What follows belongs to an exercise in optimizing a design on an open flow for small area, a short achievable clock period and few clock cycles; a production flow would make more cautious choices.
Function was checked by simulation only, so behaviour that the tests miss may differ from the original.

`design.v`:
```
module qgk (
    input  wire        clk,
    input  wire        rst,
    input  wire        reg_wr,
    input  wire [6:0]  reg_addr,
    input  wire [31:0] reg_wdata,
    output reg  [31:0] reg_rdata,
    output wire        busy,
    output reg         mem_req,
    output reg         mem_we,
    output reg  [31:0] mem_addr,
    output reg  [3:0]  mem_be,
    output reg  [31:0] mem_wdata,
    input  wire        mem_ready,
    input  wire [31:0] mem_rdata
);
    reg [31:0] cmd_r, status_r;
    reg [31:0] wptr, aptr, bptr, mptr, sptr, zptr, optr;
    reg [15:0] nch, klen;
    reg [7:0]  zw, zout, zin;
    reg [31:0] src, dst, len;
    reg [2:0]  pbit;
    reg [31:0] rqsum, rqmul;
    reg [7:0]  rqshift, rqres;
    reg [31:0] acc0, acc1, acc2, acc3;
    localparam S_IDLE   = 5'd0,
               S_DEC    = 5'd1,
               S_ZA     = 5'd2,
               S_ZB     = 5'd3,
               S_BA     = 5'd4,
               S_BB     = 5'd5,
               S_WA     = 5'd6,
               S_WB     = 5'd7,
               S_X1     = 5'd8,
               S_X2     = 5'd9,
               S_MA     = 5'd10,
               S_SA     = 5'd11,
               S_MB     = 5'd12,
               S_SB     = 5'd13,
               S_RQ_PRE = 5'd14,
               S_RQ_MUL = 5'd15,
               S_RQ_END = 5'd16,
               S_O_RD   = 5'd17,
               S_O_WR   = 5'd18,
               S_NEXT   = 5'd19,
               S_DONE   = 5'd20,
               S_U_RD   = 5'd21,
               S_U_WR   = 5'd22,
               S_P_RD   = 5'd23,
               S_P_ORD  = 5'd24,
               S_P_WR   = 5'd25,
               S_C_RD   = 5'd26,
               S_C_WR   = 5'd27,
               S_C_TRD  = 5'd28,
               S_C_TWR  = 5'd29;
    reg [4:0] state;
    reg [1:0]  wa, wo;
    reg        zpc;
    reg        is_req;
    reg [3:0]  op;
    reg [31:0] cnt;          
    reg [31:0] pk_a;         
    reg [2:0]  pk_o;         
    reg [31:0] hw_a;         
    reg [15:0] hv;           
    reg [15:0] ch;           
    reg [15:0] grp;          
    reg [2:0]  sub;          
    reg [31:0] pw, pwa, pwb, pa1, pa2;
    reg [7:0]  za, zb;
    reg [31:0] xa, xb;
    reg [31:0] ma, mb;
    reg [7:0]  sa, sb;
    reg [1:0]  rk;           
    reg [7:0]  q0, q1, q2, q3;
    reg [31:0] c1a, c2a;     
    reg [2:0]  c1o, c2o;     
    reg [1:0]  ek;           
    reg [7:0]  obyte;        
    reg [31:0] rq_pre;
    reg [63:0] rq_prod;
    reg [31:0] rq_m;
    reg [7:0]  rq_s;
    reg [1:0]  rq_wcode;
    assign busy = (state != S_IDLE);
    function [3:0] wbits(input [1:0] code);
        wbits = (code == 2'd1) ? 4'd2 : (code == 2'd2) ? 4'd4 : 4'd8;
    endfunction
    function [3:0] hsteps(input [1:0] code);
        hsteps = (code == 2'd1) ? 4'd8 : (code == 2'd2) ? 4'd4 : 4'd2;
    endfunction
    function [31:0] wlanes(input [31:0] x, input [2:0] j, input [1:0] code, input [7:0] z);
        reg [31:0] sh;
        reg [15:0] lo, hi;
        begin
            sh = x >> (wbits(code) * j);
            case (code)
                2'd1:    begin lo = {14'd0, sh[1:0]};  hi = {14'd0, sh[17:16]}; end
                2'd2:    begin lo = {12'd0, sh[3:0]};  hi = {12'd0, sh[19:16]}; end
                default: begin lo = {8'd0,  sh[7:0]};  hi = {8'd0,  sh[23:16]}; end
            endcase
            wlanes = {hi - {8'd0, z}, lo - {8'd0, z}};
        end
    endfunction
    function [31:0] smlad(input [31:0] a, input [31:0] b, input [31:0] acc);
        reg signed [31:0] p0, p1;
        reg signed [33:0] s;
        begin
            p0 = $signed(a[15:0])  * $signed(b[15:0]);
            p1 = $signed(a[31:16]) * $signed(b[31:16]);
            s  = {{2{acc[31]}}, acc} + {{2{p0[31]}}, p0} + {{2{p1[31]}}, p1};
            if (s > 34'sh0_7FFF_FFFF)
                smlad = 32'h7FFF_FFFF;
            else if (s < -34'sh0_8000_0000)
                smlad = 32'h8000_0000;
            else
                smlad = s[31:0];
        end
    endfunction
    function [31:0] rq_preshift(input [31:0] sum, input [7:0] s);
        reg [7:0]  n1;
        reg [63:0] wide;
        begin
            n1 = s[7] ? (8'd0 - s) : 8'd0;
            if (sum == 32'd0)
                rq_preshift = 32'd0;
            else if (n1 >= 8'd32)
                rq_preshift = sum[31] ? 32'h8000_0000 : 32'h7FFF_FFFF;
            else begin
                wide = {{32{sum[31]}}, sum} << n1[4:0];
                if (wide[63:31] == {33{1'b0}} || wide[63:31] == {33{1'b1}})
                    rq_preshift = wide[31:0];
                else
                    rq_preshift = sum[31] ? 32'h8000_0000 : 32'h7FFF_FFFF;
            end
        end
    endfunction
    function [7:0] rq_post(input [31:0] scaled, input [7:0] s, input [7:0] z, input [1:0] code);
        reg [31:0] sh;
        reg signed [32:0] r;
        reg [7:0]  maxv;
        begin
            if (s[7])
                sh = scaled;
            else if (s >= 8'd31)
                sh = {32{scaled[31]}};
            else
                sh = $signed(scaled) >>> s[4:0];
            r = $signed({sh[31], sh}) + $signed({25'd0, z});
            maxv = (code == 2'd1) ? 8'd3 : (code == 2'd2) ? 8'd15 : 8'd255;
            if (r < 0)
                rq_post = 8'd0;
            else if (r > $signed({25'd0, maxv}))
                rq_post = maxv;
            else
                rq_post = r[7:0];
        end
    endfunction
    wire [3:0] d_op  = reg_wdata[3:0];
    wire [1:0] d_wa  = reg_wdata[5:4];
    wire [1:0] d_wo  = reg_wdata[7:6];
    wire       d_zpc = reg_wdata[8];
    wire d_hi_zero = (reg_wdata[31:9] == 23'd0);
    wire d_req  = d_hi_zero && d_op == 4'd4 && d_wa == 2'd0 && d_wo != 2'd0 && !d_zpc;
    wire d_gemm = d_hi_zero && d_op == 4'd5 && d_wa != 2'd0 && d_wo != 2'd0;
    wire d_cdc  = d_hi_zero && (d_op == 4'd1 || d_op == 4'd2 || d_op == 4'd3) &&
                  d_wa != 2'd0 && d_wo == 2'd0 && !d_zpc;
    wire [3:0] u_mask = (wa == 2'd1) ? 4'hF : (wa == 2'd2) ? 4'h7 : 4'h3;     
    wire [1:0] n_mask = (wo == 2'd1) ? 2'h3 : 2'h1;                           
    wire dims_ok  = ((nch[1:0] & n_mask) == 2'd0) && ((klen[3:0] & u_mask) == 4'd0);
    wire align_ok = (wptr[1:0] == 2'd0) && (aptr[1:0] == 2'd0) &&
                    (bptr[1:0] == 2'd0) && (mptr[1:0] == 2'd0);
    wire [31:0] row_bytes = (wa == 2'd1) ? {18'd0, klen[15:2]} :
                            (wa == 2'd2) ? {17'd0, klen[15:1]} : {16'd0, klen};
    wire [31:0] col_bytes = (wo == 2'd1) ? {18'd0, nch[15:2]} :
                            (wo == 2'd2) ? {17'd0, nch[15:1]} : {16'd0, nch};
    wire [15:0] ngroups = (wa == 2'd1) ? {4'd0, klen[15:4]} :
                          (wa == 2'd2) ? {3'd0, klen[15:3]} : {2'd0, klen[15:2]};
    wire [31:0] la = wlanes(xa, sub, wa, za);
    wire [31:0] lb = wlanes(xb, sub, wa, zb);
    reg  [7:0]  e_q;
    reg  [31:0] e_a;
    reg  [2:0]  e_o;
    always @(*) begin
        case (ek)
            2'd0:    begin e_q = q0; e_a = c1a; e_o = c1o; end
            2'd1:    begin e_q = q2; e_a = c1a; e_o = c1o; end
            2'd2:    begin e_q = q1; e_a = c2a; e_o = c2o; end
            default: begin e_q = q3; e_a = c2a; e_o = c2o; end
        endcase
    end
    wire [3:0]  wo_bits = wbits(wo);
    wire [7:0]  e_byte  = (e_o == 3'd0) ? e_q : (obyte | (e_q << e_o));
    wire [3:0]  e_sum   = {1'b0, e_o} + wo_bits;
    wire        e_wrap  = e_sum[3];
    wire [31:0] rq_sum = (rk == 2'd0) ? acc0 : (rk == 2'd1) ? acc1 : (rk == 2'd2) ? acc2 : acc3;
    reg [31:0] baddr;    
    always @(*) begin
        case (state)
            S_ZA:    baddr = zptr + {16'd0, ch};
            S_ZB:    baddr = zptr + {16'd0, ch} + 32'd1;
            S_BA:    baddr = bptr + {14'd0, ch, 2'b00};
            S_BB:    baddr = bptr + {14'd0, ch, 2'b00} + 32'd4;
            S_WA:    baddr = pwa;
            S_WB:    baddr = pwb;
            S_X1:    baddr = pa1;
            S_X2:    baddr = pa2;
            S_MA:    baddr = mptr + {14'd0, ch, 2'b00};
            S_SA:    baddr = sptr + {16'd0, ch};
            S_MB:    baddr = mptr + {14'd0, ch, 2'b00} + 32'd4;
            S_SB:    baddr = sptr + {16'd0, ch} + 32'd1;
            S_O_RD,
            S_O_WR:  baddr = e_a;
            S_U_RD,
            S_P_ORD,
            S_P_WR,
            S_C_TRD: baddr = pk_a;
            S_U_WR,
            S_P_RD,
            S_C_RD:  baddr = hw_a;
            S_C_WR,
            S_C_TWR: baddr = pa1;
            default: baddr = 32'd0;
        endcase
    end
    always @(*) begin
        mem_addr  = {baddr[31:2], 2'b00};
        mem_req   = 1'b0;
        mem_we    = 1'b0;
        mem_be    = 4'd0;
        mem_wdata = 32'd0;
        case (state)
            S_ZA, S_ZB, S_BA, S_BB, S_WA, S_WB, S_X1, S_X2,
            S_MA, S_SA, S_MB, S_SB, S_O_RD,
            S_U_RD, S_P_RD, S_P_ORD, S_C_RD, S_C_TRD:
                mem_req = 1'b1;
            S_U_WR, S_C_TWR: begin
                mem_req   = 1'b1;
                mem_we    = 1'b1;
                mem_be    = baddr[1] ? 4'b1100 : 4'b0011;
                mem_wdata = {2{hv}};
            end
            S_P_WR: begin
                mem_req   = 1'b1;
                mem_we    = 1'b1;
                mem_be    = 4'b0001 << baddr[1:0];
                mem_wdata = {4{pk_byte}};
            end
            S_C_WR: begin
                mem_req   = 1'b1;
                mem_we    = 1'b1;
                mem_be    = 4'b1111;
                mem_wdata = cv_word;
            end
            S_O_WR: begin
                mem_req   = 1'b1;
                mem_we    = 1'b1;
                mem_be    = 4'b0001 << baddr[1:0];
                mem_wdata = {4{e_byte}};
            end
            default: ;
        endcase
    end
    wire       ack     = mem_req && mem_ready;
    wire [7:0] rd_byte = mem_rdata[{baddr[1:0], 3'b000} +: 8];
    wire [3:0]  wa_bits  = wbits(wa);
    wire [7:0]  wa_mask  = (wa == 2'd1) ? 8'h03 : (wa == 2'd2) ? 8'h0F : 8'hFF;
    wire [7:0]  pk_field = (rd_byte >> pk_o) & wa_mask;
    wire [3:0]  pk_sum   = {1'b0, pk_o} + wa_bits;
    wire [31:0] pk_a_nx  = pk_sum[3] ? pk_a + 32'd1 : pk_a;
    wire [2:0]  pk_o_nx  = pk_sum[2:0];
    wire [15:0] rd_half  = hw_a[1] ? mem_rdata[31:16] : mem_rdata[15:0];
    wire [7:0]  pk_sat   = rd_half[15] ? 8'd0 :
                           (rd_half > {8'd0, wa_mask}) ? wa_mask : rd_half[7:0];
    wire [7:0]  pk_byte  = (pk_o == 3'd0) ? hv[7:0] : (obyte | (hv[7:0] << pk_o));
    wire [31:0] cv_groups = (wa == 2'd1) ? {4'd0, len[31:4]} :
                            (wa == 2'd2) ? {3'd0, len[31:3]} : {2'd0, len[31:2]};
    wire [31:0] cv_tail   = (wa == 2'd1) ? {28'd0, len[3:0]} :
                            (wa == 2'd2) ? {29'd0, len[2:0]} : {30'd0, len[1:0]};
    wire        pbit_ok   = (wa == 2'd1) ? !pbit[0] : (wa == 2'd2) ? (pbit[1:0] == 2'd0) : (pbit == 3'd0);
    wire [31:0] cv_word   = wlanes(xa, sub, wa, zin);
    always @(*) begin
        case (reg_addr[6:2])
            5'h00:   reg_rdata = cmd_r;
            5'h01:   reg_rdata = status_r;
            5'h02:   reg_rdata = wptr;
            5'h03:   reg_rdata = aptr;
            5'h04:   reg_rdata = bptr;
            5'h05:   reg_rdata = mptr;
            5'h06:   reg_rdata = sptr;
            5'h07:   reg_rdata = zptr;
            5'h08:   reg_rdata = optr;
            5'h09:   reg_rdata = {klen, nch};
            5'h0A:   reg_rdata = {8'd0, zin, zout, zw};
            5'h0B:   reg_rdata = src;
            5'h0C:   reg_rdata = dst;
            5'h0D:   reg_rdata = len;
            5'h0E:   reg_rdata = {29'd0, pbit};
            5'h0F:   reg_rdata = rqsum;
            5'h10:   reg_rdata = rqmul;
            5'h11:   reg_rdata = {24'd0, rqshift};
            5'h12:   reg_rdata = {24'd0, rqres};
            5'h14:   reg_rdata = acc0;
            5'h15:   reg_rdata = acc1;
            5'h16:   reg_rdata = acc2;
            5'h17:   reg_rdata = acc3;
            default: reg_rdata = 32'd0;
        endcase
    end
    wire last_sub = ({1'b0, sub} == hsteps(wa) - 4'd1);
    wire last_grp = (grp == 16'd1);
    wire last_ch  = (ch + 16'd2 == nch);
    always @(posedge clk) begin
        if (rst) begin
            state    <= S_IDLE;
            cmd_r    <= 32'd0;
            status_r <= 32'd0;
            wptr     <= 32'd0;
            aptr     <= 32'd0;
            bptr     <= 32'd0;
            mptr     <= 32'd0;
            sptr     <= 32'd0;
            zptr     <= 32'd0;
            optr     <= 32'd0;
            nch      <= 16'd0;
            klen     <= 16'd0;
            zw       <= 8'd0;
            zout     <= 8'd0;
            zin      <= 8'd0;
            src      <= 32'd0;
            dst      <= 32'd0;
            len      <= 32'd0;
            pbit     <= 3'd0;
            op       <= 4'd0;
            rqsum    <= 32'd0;
            rqmul    <= 32'd0;
            rqshift  <= 8'd0;
            rqres    <= 8'd0;
            acc0     <= 32'd0;
            acc1     <= 32'd0;
            acc2     <= 32'd0;
            acc3     <= 32'd0;
            wa       <= 2'd0;
            wo       <= 2'd0;
            zpc      <= 1'b0;
            is_req   <= 1'b0;
        end else begin
            case (state)
                S_IDLE: begin
                    if (reg_wr) begin
                        case (reg_addr[6:2])
                            5'h00: begin
                                cmd_r  <= reg_wdata;
                                wa     <= d_wa;
                                wo     <= d_wo;
                                zpc    <= d_zpc;
                                is_req <= d_req;
                                op     <= d_op;
                                if (d_req || d_gemm || d_cdc)
                                    state <= S_DEC;
                                else begin
                                    status_r <= 32'h13;           
                                    state    <= S_DONE;
                                end
                            end
                            5'h02: wptr    <= reg_wdata;
                            5'h03: aptr    <= reg_wdata;
                            5'h04: bptr    <= reg_wdata;
                            5'h05: mptr    <= reg_wdata;
                            5'h06: sptr    <= reg_wdata;
                            5'h07: zptr    <= reg_wdata;
                            5'h08: optr    <= reg_wdata;
                            5'h09: begin nch <= reg_wdata[15:0]; klen <= reg_wdata[31:16]; end
                            5'h0A: begin zw <= reg_wdata[7:0]; zout <= reg_wdata[15:8]; zin <= reg_wdata[23:16]; end
                            5'h0B: src     <= reg_wdata;
                            5'h0C: dst     <= reg_wdata;
                            5'h0D: len     <= reg_wdata;
                            5'h0E: pbit    <= reg_wdata[2:0];
                            5'h0F: rqsum   <= reg_wdata;
                            5'h10: rqmul   <= reg_wdata;
                            5'h11: rqshift <= reg_wdata[7:0];
                            default: ;
                        endcase
                    end
                end
                S_DEC: begin
                    if (op == 4'd1) begin
                        pk_a <= src;
                        pk_o <= 3'd0;
                        hw_a <= dst;
                        cnt  <= len;
                        if (dst[0]) begin
                            status_r <= 32'h33;                   
                            state    <= S_DONE;
                        end else if (len == 32'd0) begin
                            status_r <= 32'h1;
                            state    <= S_DONE;
                        end else
                            state <= S_U_RD;
                    end else if (op == 4'd2) begin
                        pk_a <= dst;
                        pk_o <= pbit;
                        hw_a <= src;
                        cnt  <= len;
                        if (!pbit_ok) begin
                            status_r <= 32'h43;                   
                            state    <= S_DONE;
                        end else if (src[0]) begin
                            status_r <= 32'h33;                   
                            state    <= S_DONE;
                        end else if (len == 32'd0) begin
                            status_r <= 32'h1;
                            state    <= S_DONE;
                        end else
                            state <= S_P_RD;
                    end else if (op == 4'd3) begin
                        hw_a <= src;
                        pa1  <= dst;
                        pk_a <= src;
                        pk_o <= 3'd0;
                        if (src[1:0] != 2'd0 || dst[1:0] != 2'd0) begin
                            status_r <= 32'h33;                   
                            state    <= S_DONE;
                        end else if (cv_groups != 32'd0) begin
                            cnt   <= cv_groups;
                            state <= S_C_RD;
                        end else if (cv_tail != 32'd0) begin
                            cnt   <= cv_tail;
                            state <= S_C_TRD;
                        end else begin
                            status_r <= 32'h1;
                            state    <= S_DONE;
                        end
                    end else if (is_req) begin
                        rq_pre   <= rq_preshift(rqsum, rqshift);
                        rq_m     <= rqmul;
                        rq_s     <= rqshift;
                        rq_wcode <= wo;
                        state    <= S_RQ_MUL;
                    end else if (!dims_ok) begin
                        status_r <= 32'h23;                       
                        state    <= S_DONE;
                    end else if (!align_ok) begin
                        status_r <= 32'h33;                       
                        state    <= S_DONE;
                    end else if (nch == 16'd0) begin
                        status_r <= 32'h1;
                        state    <= S_DONE;
                    end else begin
                        ch    <= 16'd0;
                        pw    <= wptr;
                        c1a   <= optr;
                        c1o   <= 3'd0;
                        c2a   <= optr + col_bytes;
                        c2o   <= 3'd0;
                        za    <= zw;
                        zb    <= zw;
                        state <= zpc ? S_ZA : S_BA;
                    end
                end
                S_ZA: if (ack) begin za <= rd_byte; state <= S_ZB; end
                S_ZB: if (ack) begin zb <= rd_byte; state <= S_BA; end
                S_BA: if (ack) begin
                    acc0  <= mem_rdata;
                    acc1  <= mem_rdata;
                    state <= S_BB;
                end
                S_BB: if (ack) begin
                    acc2  <= mem_rdata;
                    acc3  <= mem_rdata;
                    pwa   <= pw;
                    pwb   <= pw + row_bytes;
                    pa1   <= aptr;
                    pa2   <= aptr + {15'd0, klen, 1'b0};
                    grp   <= ngroups;
                    state <= (ngroups == 16'd0) ? S_MA : S_WA;
                end
                S_WA: if (ack) begin xa <= mem_rdata; pwa <= pwa + 32'd4; state <= S_WB; end
                S_WB: if (ack) begin
                    xb    <= mem_rdata;
                    pwb   <= pwb + 32'd4;
                    sub   <= 3'd0;
                    state <= S_X1;
                end
                S_X1: if (ack) begin
                    acc0  <= smlad(la, mem_rdata, acc0);
                    acc2  <= smlad(lb, mem_rdata, acc2);
                    pa1   <= pa1 + 32'd4;
                    state <= S_X2;
                end
                S_X2: if (ack) begin
                    acc1  <= smlad(la, mem_rdata, acc1);
                    acc3  <= smlad(lb, mem_rdata, acc3);
                    pa2   <= pa2 + 32'd4;
                    sub   <= sub + 3'd1;
                    if (!last_sub)
                        state <= S_X1;
                    else if (!last_grp) begin
                        grp   <= grp - 16'd1;
                        state <= S_WA;
                    end else
                        state <= S_MA;
                end
                S_MA: if (ack) begin ma <= mem_rdata; state <= S_SA; end
                S_SA: if (ack) begin sa <= rd_byte;   state <= S_MB; end
                S_MB: if (ack) begin mb <= mem_rdata; state <= S_SB; end
                S_SB: if (ack) begin
                    sb    <= rd_byte;
                    rk    <= 2'd0;
                    pw    <= pw + {row_bytes[30:0], 1'b0};
                    state <= S_RQ_PRE;
                end
                S_RQ_PRE: begin
                    rq_pre   <= rq_preshift(rq_sum, rk[1] ? sb : sa);
                    rq_m     <= rk[1] ? mb : ma;
                    rq_s     <= rk[1] ? sb : sa;
                    rq_wcode <= wo;
                    state    <= S_RQ_MUL;
                end
                S_RQ_MUL: begin
                    rq_prod <= $signed(rq_pre) * $signed(rq_m);
                    state   <= S_RQ_END;
                end
                S_RQ_END: begin
                    if (is_req) begin
                        rqres    <= rq_post(rq_prod[63:32], rq_s, zout, rq_wcode);
                        status_r <= 32'h1;
                        state    <= S_DONE;
                    end else begin
                        case (rk)
                            2'd0: q0 <= rq_post(rq_prod[63:32], rq_s, zout, rq_wcode);
                            2'd1: q1 <= rq_post(rq_prod[63:32], rq_s, zout, rq_wcode);
                            2'd2: q2 <= rq_post(rq_prod[63:32], rq_s, zout, rq_wcode);
                            default: q3 <= rq_post(rq_prod[63:32], rq_s, zout, rq_wcode);
                        endcase
                        rk <= rk + 2'd1;
                        if (rk == 2'd3) begin
                            ek    <= 2'd0;
                            obyte <= 8'd0;
                            state <= (c1o == 3'd0) ? S_O_WR : S_O_RD;
                        end else
                            state <= S_RQ_PRE;
                    end
                end
                S_O_RD: if (ack) begin obyte <= rd_byte; state <= S_O_WR; end
                S_O_WR: if (ack) begin
                    if (ek[1]) begin
                        c2o <= e_sum[2:0];
                        if (e_wrap) c2a <= c2a + 32'd1;
                    end else begin
                        c1o <= e_sum[2:0];
                        if (e_wrap) c1a <= c1a + 32'd1;
                    end
                    ek    <= ek + 2'd1;
                    obyte <= 8'd0;
                    if (ek == 2'd3)
                        state <= S_NEXT;
                    else if (ek == 2'd1)
                        state <= (c2o == 3'd0) ? S_O_WR : S_O_RD;
                    else
                        state <= e_wrap ? S_O_WR : S_O_RD;
                end
                S_NEXT: begin
                    if (last_ch) begin
                        optr     <= c2a;
                        status_r <= 32'h1;
                        state    <= S_DONE;
                    end else begin
                        ch    <= ch + 16'd2;
                        state <= zpc ? S_ZA : S_BA;
                    end
                end
                S_U_RD: if (ack) begin
                    hv    <= {8'd0, pk_field};
                    state <= S_U_WR;
                end
                S_U_WR: if (ack) begin
                    hw_a <= hw_a + 32'd2;
                    pk_a <= pk_a_nx;
                    pk_o <= pk_o_nx;
                    cnt  <= cnt - 32'd1;
                    if (cnt == 32'd1) begin
                        status_r <= 32'h1;
                        state    <= S_DONE;
                    end else
                        state <= S_U_RD;
                end
                S_P_RD: if (ack) begin
                    hv    <= {8'd0, pk_sat};
                    obyte <= 8'd0;
                    state <= (pk_o == 3'd0) ? S_P_WR : S_P_ORD;
                end
                S_P_ORD: if (ack) begin
                    obyte <= rd_byte;
                    state <= S_P_WR;
                end
                S_P_WR: if (ack) begin
                    hw_a <= hw_a + 32'd2;
                    pk_a <= pk_a_nx;
                    pk_o <= pk_o_nx;
                    cnt  <= cnt - 32'd1;
                    if (cnt == 32'd1) begin
                        status_r <= 32'h1;
                        state    <= S_DONE;
                    end else
                        state <= S_P_RD;
                end
                S_C_RD: if (ack) begin
                    xa    <= mem_rdata;
                    hw_a  <= hw_a + 32'd4;
                    sub   <= 3'd0;
                    state <= S_C_WR;
                end
                S_C_WR: if (ack) begin
                    pa1 <= pa1 + 32'd4;
                    sub <= sub + 3'd1;
                    if (last_sub) begin
                        if (cnt != 32'd1) begin
                            cnt   <= cnt - 32'd1;
                            state <= S_C_RD;
                        end else if (cv_tail != 32'd0) begin
                            cnt   <= cv_tail;
                            pk_a  <= hw_a;
                            pk_o  <= 3'd0;
                            state <= S_C_TRD;
                        end else begin
                            status_r <= 32'h1;
                            state    <= S_DONE;
                        end
                    end
                end
                S_C_TRD: if (ack) begin
                    hv    <= {8'd0, pk_field} - {8'd0, zin};
                    state <= S_C_TWR;
                end
                S_C_TWR: if (ack) begin
                    pa1  <= pa1 + 32'd2;
                    pk_a <= pk_a_nx;
                    pk_o <= pk_o_nx;
                    cnt  <= cnt - 32'd1;
                    if (cnt == 32'd1) begin
                        status_r <= 32'h1;
                        state    <= S_DONE;
                    end else
                        state <= S_C_TRD;
                end
                S_DONE: state <= S_IDLE;
                default: state <= S_IDLE;
            endcase
        end
    end
endmodule
```
`run.sh`:
```
#!/bin/bash
# synth_recipe.tcl (not shown) runs the flow's synth.tcl, then flattens the netlist and writes it again
# the make line also repeats each setting of config.mk as NAME=value (left out here)
make -C /OpenROAD-flow-scripts/flow DESIGN_CONFIG=/design/flow/config.mk WORK_HOME=/design/flow/orfs CLKGATE_MAP_FILE= SYNTH_SCRIPT=/design/flow/synth_recipe.tcl finish
```
`config.mk`:
```
export PLATFORM = sky130hd
export DESIGN_NAME = qgk
export DESIGN_NICKNAME = qgk
export VERILOG_FILES = /design/flow/design.v
export SDC_FILE = /design/flow/constraint.sdc
export NUM_CORES = 8
export LEC_CHECK = 0
export CAP_MARGIN = 20
export CORE_MARGIN = 2
export CORE_UTILIZATION = 40
export SLEW_MARGIN = 20
```
`constraint.sdc`:
```
create_clock -name core_clock -period 16.0 [get_ports {clk}]
set_input_delay 3.2000 -clock core_clock [delete_from_list [all_inputs] [get_ports {clk}]]
set_output_delay 3.2000 -clock core_clock [all_outputs]
set_load 0.01 [all_outputs]
```
==> run summary <==
-- final cells by class --
| class | count | area share |
|---|---|---|
| diodes | 54 | 0.000791 |
| clock buffers | 232 | 0.0276 |
| clock inverters | 76 | 0.00462 |
| inverters | 1999 | 0.0439 |
| multi-input cells | 14000 | 0.658 |
| flip-flops and latches | 1339 | 0.197 |
| well taps | 5220 | 0.0383 |
| repair buffers | 632 | 0.0301 |
-- cells in the mapped netlist, types with 24 or more instances --
cell and instances:
sky130_fd_sc_hd__and3_1 157, sky130_fd_sc_hd__buf_1 84, sky130_fd_sc_hd__nand4_1 151, sky130_fd_sc_hd__mux2_2 72, sky130_fd_sc_hd__nor3_1 266, sky130_fd_sc_hd__a21oi_1 1300
sky130_fd_sc_hd__clkbuf_1 1037, sky130_fd_sc_hd__a21o_1 187, sky130_fd_sc_hd__o21ai_0 813, sky130_fd_sc_hd__xnor2_1 445, sky130_fd_sc_hd__a22o_1 84, sky130_fd_sc_hd__a22oi_1 244
sky130_fd_sc_hd__o31ai_1 38, sky130_fd_sc_hd__a21boi_0 36, sky130_fd_sc_hd__or3_1 74, sky130_fd_sc_hd__mux4_2 69, sky130_fd_sc_hd__nand2_1 2934, sky130_fd_sc_hd__nand3_1 361
sky130_fd_sc_hd__and2_1 664, sky130_fd_sc_hd__buf_2 24, sky130_fd_sc_hd__o21a_1 72, sky130_fd_sc_hd__o221ai_1 86, sky130_fd_sc_hd__xor2_1 357, sky130_fd_sc_hd__edfxtp_1 682
sky130_fd_sc_hd__a31oi_1 150, sky130_fd_sc_hd__a222oi_1 34, sky130_fd_sc_hd__a211oi_1 195, sky130_fd_sc_hd__or2_2 47, sky130_fd_sc_hd__a221oi_1 146, sky130_fd_sc_hd__o21bai_1 61
sky130_fd_sc_hd__fa_1 1735, sky130_fd_sc_hd__dfxtp_1 657, sky130_fd_sc_hd__a221o_1 34, sky130_fd_sc_hd__nor2b_1 137, sky130_fd_sc_hd__nand2b_1 207, sky130_fd_sc_hd__o211ai_1 68
sky130_fd_sc_hd__o22ai_1 73, sky130_fd_sc_hd__ha_1 789, sky130_fd_sc_hd__inv_1 1993, sky130_fd_sc_hd__a311oi_1 24, sky130_fd_sc_hd__mux2i_1 462, sky130_fd_sc_hd__nor4_1 108
sky130_fd_sc_hd__and4_1 31, sky130_fd_sc_hd__nor2_1 945
-- stage by stage --
stage	area, um2
global route	171000
detailed placement	165000
finish	171000
floorplan	157000
CTS	170000
global placement	165000
-- cell families (layout without fill, tap and decap cells) --
group,after synthesis,count (layout)
DFF,1339,1339
adders and majority gates,2524,2524
xor gates and xnor gates,802,802
muxes,611,611
and+or+nand+nor,6190,6190
buffers and inverters,3156,2939
AOI/OAI and AO/OA,3875,3875
other,1,56
-- worst paths after layout --
kind / slack [ns] / start / end / cells past startpoint
worst max register to register: 0.97 / wa[0] / acc0[11] / 54
worst min-delay path: 0.46 / cmd_r[15] / cmd_r[15] / 2
worst max-delay path: 0.97 / wa[0] / acc0[11] / 54
worst min register to register: 0.46 / cmd_r[15] / cmd_r[15] / 2
-- worst reg2reg max path: cells and delay by family (launching register included) --
kind / cells / cell delay, ns
AOI/OAI and AO/OA: 19 / 4.44
xor gates and xnor gates: 4 / 1.82
adders and majority gates: 12 / 4.28
buffers and inverters: 9 / 1.26
DFF: 1 / 0.49
muxes: 1 / 0.54
and+or+nand+nor: 9 / 2.07
-- repair_timing --
action                                  in CTS  in global routing
gates resized for setup                      0                  1
hold endpoints to repair                     0                  0
buffers inserted                             0                  0
endpoints found under the setup margin       0                  4
hold buffers                                 0                  0
-- layer usage --
layer | global-route usage | part of all wire | vias to the layer above
li1 | - | - | 61800
met1 | 0.448 | 0.38 | 71400
met2 | 0.515 | 0.42 | 8253
met3 | 0.0977 | 0.11 | 1985
met4 | 0.246 | 0.086 | 40
met5 | 0.00229 | 0.00061 | -
==> results.py <==
metrics = {
    "floorplanning": {
        "floorplan.initialDensity": 0.401,
        "y_dimension_of_the_die_um": 631,
        "row_count": 230,
        "core-area_um2": 392000,
        "die_x_um": 631,
        "design.die.area_um2": 398000,
        "top_level_port_count": 178,
    },
    "finish": {
        "final_util": 0.436,
        "mostFrequentLayoutCells": "sky130_fd_sc_hd__nand2_1 (2,920), sky130_fd_sc_hd__inv_1 (1,992), sky130_fd_sc_hd__fa_1 (1,735)",
        "final-seq-area_um2": 33600,
        "layout_commonest_cell": "sky130_fd_sc_hd__nand2_1",
        "final_net_count": 20700,
        "fillerInstances": 38900,
        "area_used_by_multi_input_combinational_logic_um2": 112000,
        "post_route_cells_drive_above_1_share": 0.0599,
        "layout-area-overhead-vs-synth_pct": 8.59,
        "final_cells": 23600,
    },
    "route": {
        "number_of_optimization_iterations_in_the_first_detailed_route_pass": 10,
        "routed-via-count": 144000,
        "detail_route.drc_violations": 0,
        "dr.first_iter.drc_count": 18800,
        "routed_wirelength_mm": 716,
        "detail_route.vias_per_cell": 6.09,
        "routed_length_per_placed_instance_um": 30.4,
        "final_antenna_net_count": 0,
    },
    "grt": {
        "grt_first_pass_wirelength_mm": 1010,
        "via_count_of_the_first_global_routing_pass": 134000,
        "groute.usage.overall": 0.352,
        "grt_overflow": 0,
        "largest_net_degree_at_the_start_of_global_routing": 168,
        "initial_antenna_violation_count": 76,
    },
    "logic_synthesis": {
        "synth_async_sr_flop_share": 0,
        "synth.lib_cells_used.distinct": 99,
        "synth_warnings": 1,
        "synth-main-ff-cell": "sky130_fd_sc_hd__edfxtp_1",
        "synth_fa_ha_area_frac": 0.284,
        "synth_xor_area_frac": 0.0447,
        "synthDominantAreaCellType": "sky130_fd_sc_hd__fa_1",
        "synthesis.instances": 18500,
        "area_fraction_in_compound_gates_after_synthesis": 0.155,
        "synth.mux.area_fraction": 0.0450,
        "syn_area_um2": 157000,
        "synth_top_family_by_area": "adder cells",
        "synth_simple_gate_area_frac": 0.181,
        "synthDominantCellAreaShare": 0.221,
        "synth.top_cells.by_area": "sky130_fd_sc_hd__fa_1 (22%), sky130_fd_sc_hd__edfxtp_1 (13%), sky130_fd_sc_hd__dfxtp_1 (8.4%)",
        "synth_area_per_cell_um2": 8.50,
        "number_of_synthesized_register_bits": 1339,
        "synth_enable_flop_cells": 682,
        "synth.yosys.seq_area_share": 0.214,
    },
    "place": {
        "post-place-ws_ns": 1.12,
        "place_inst": 23200,
        "place.port_buffers": 173,
        "gp_congestion": 1.08,
        "hpwlAfterDp_mm": 556,
    },
    "setup_path": {
        "critical_path.max_stage_delay_ns": 0.85,
        "setup.worst_path.class": "flip-flop to flip-flop",
        "path_common_cell": "sky130_fd_sc_hd__fa_1",
        "worstPathRequired_ns": 16.75,
        "arrival_ns": 15.77,
        "endpoint_kind": "flip-flop",
        "sum_of_buffers_and_inverters_on_the_critical_path": 9,
        "worstSetupStartpointType": "flip-flop",
        "critical-path-top-delay-family": "compound AO/OA/AOI/OAI gates",
        "critical_path.slowest_cell": "sky130_fd_sc_hd__xnor2_2",
        "largest_driver_fanout_on_the_critical_path": 19,
    },
    "sta": {
        "finalSetupTns_ns": 0,
        "timing.final.ws_setup_ns": 0.974,
        "final_min_period_over_clock_period": 0.939,
        "worst_slew_pin_slew_ns": 1.37,
        "hold_violations": 0,
        "worst_clock_skew_ns": 0.147,
        "post-route-min-period_ns": 15.03,
        "setup_repair_after_global_routing_missed_its_margin": "no",
        "holdWs_ns": 0.457,
        "slew_violations": 0,
        "final-setup-viol-count": 0,
        "fmax_mhz": 66.6,
        "slew_headroom": 0.0870,
    },
    "clock_tree": {
        "number_of_h_tree_levels": 4,
        "cts.path.max_buffers": 4,
        "cts_root_buf": "sky130_fd_sc_hd__clkbuf_16",
        "cts_tree": "done",
        "path_clk_slew_ns": 0.06,
        "insertion_delay_ns": 0.96,
        "cts_inserted_buffers": 168,
        "tritoncts_num_sinks": 1339,
    },
    "hold_path": {
        "holdCritPathClass": "flip-flop to flip-flop",
    },
    "job": {
        "drv.max_cap_violation_count": 0,
    },
    "run_status": {
        "outcome": "timing/DRC/antenna clean",
    },
}
Testbench counts, summed over its fixed seeds: cycles 70,232.

==> afterwards: timing with drivers on the ports <==
The results above use ideal ports. As a check the final layout listed here was re-extracted and re-timed, cells and wires unchanged. Step 1, drivers: a clkbuf_16 drives clk and a buf_2 each remaining input, both assumed. Step 2, shift: input delay + t, output delay - t, t = (earliest + latest rising clock arrival at the registers) / 2. This alone moves slack from input paths to output paths. Slacks: no drivers / after step 1 / after step 2; pairs: no drivers / after step 1.
t, ns: 1.006
setup slack, ns: 0.974 / 0.974 / 0.974
worst setup path after step 2: register to register
After both steps this run still meets setup and hold. For this run, drivers alone change the setup slack by 0.000 ns; drivers and shift together by 0.000 ns.
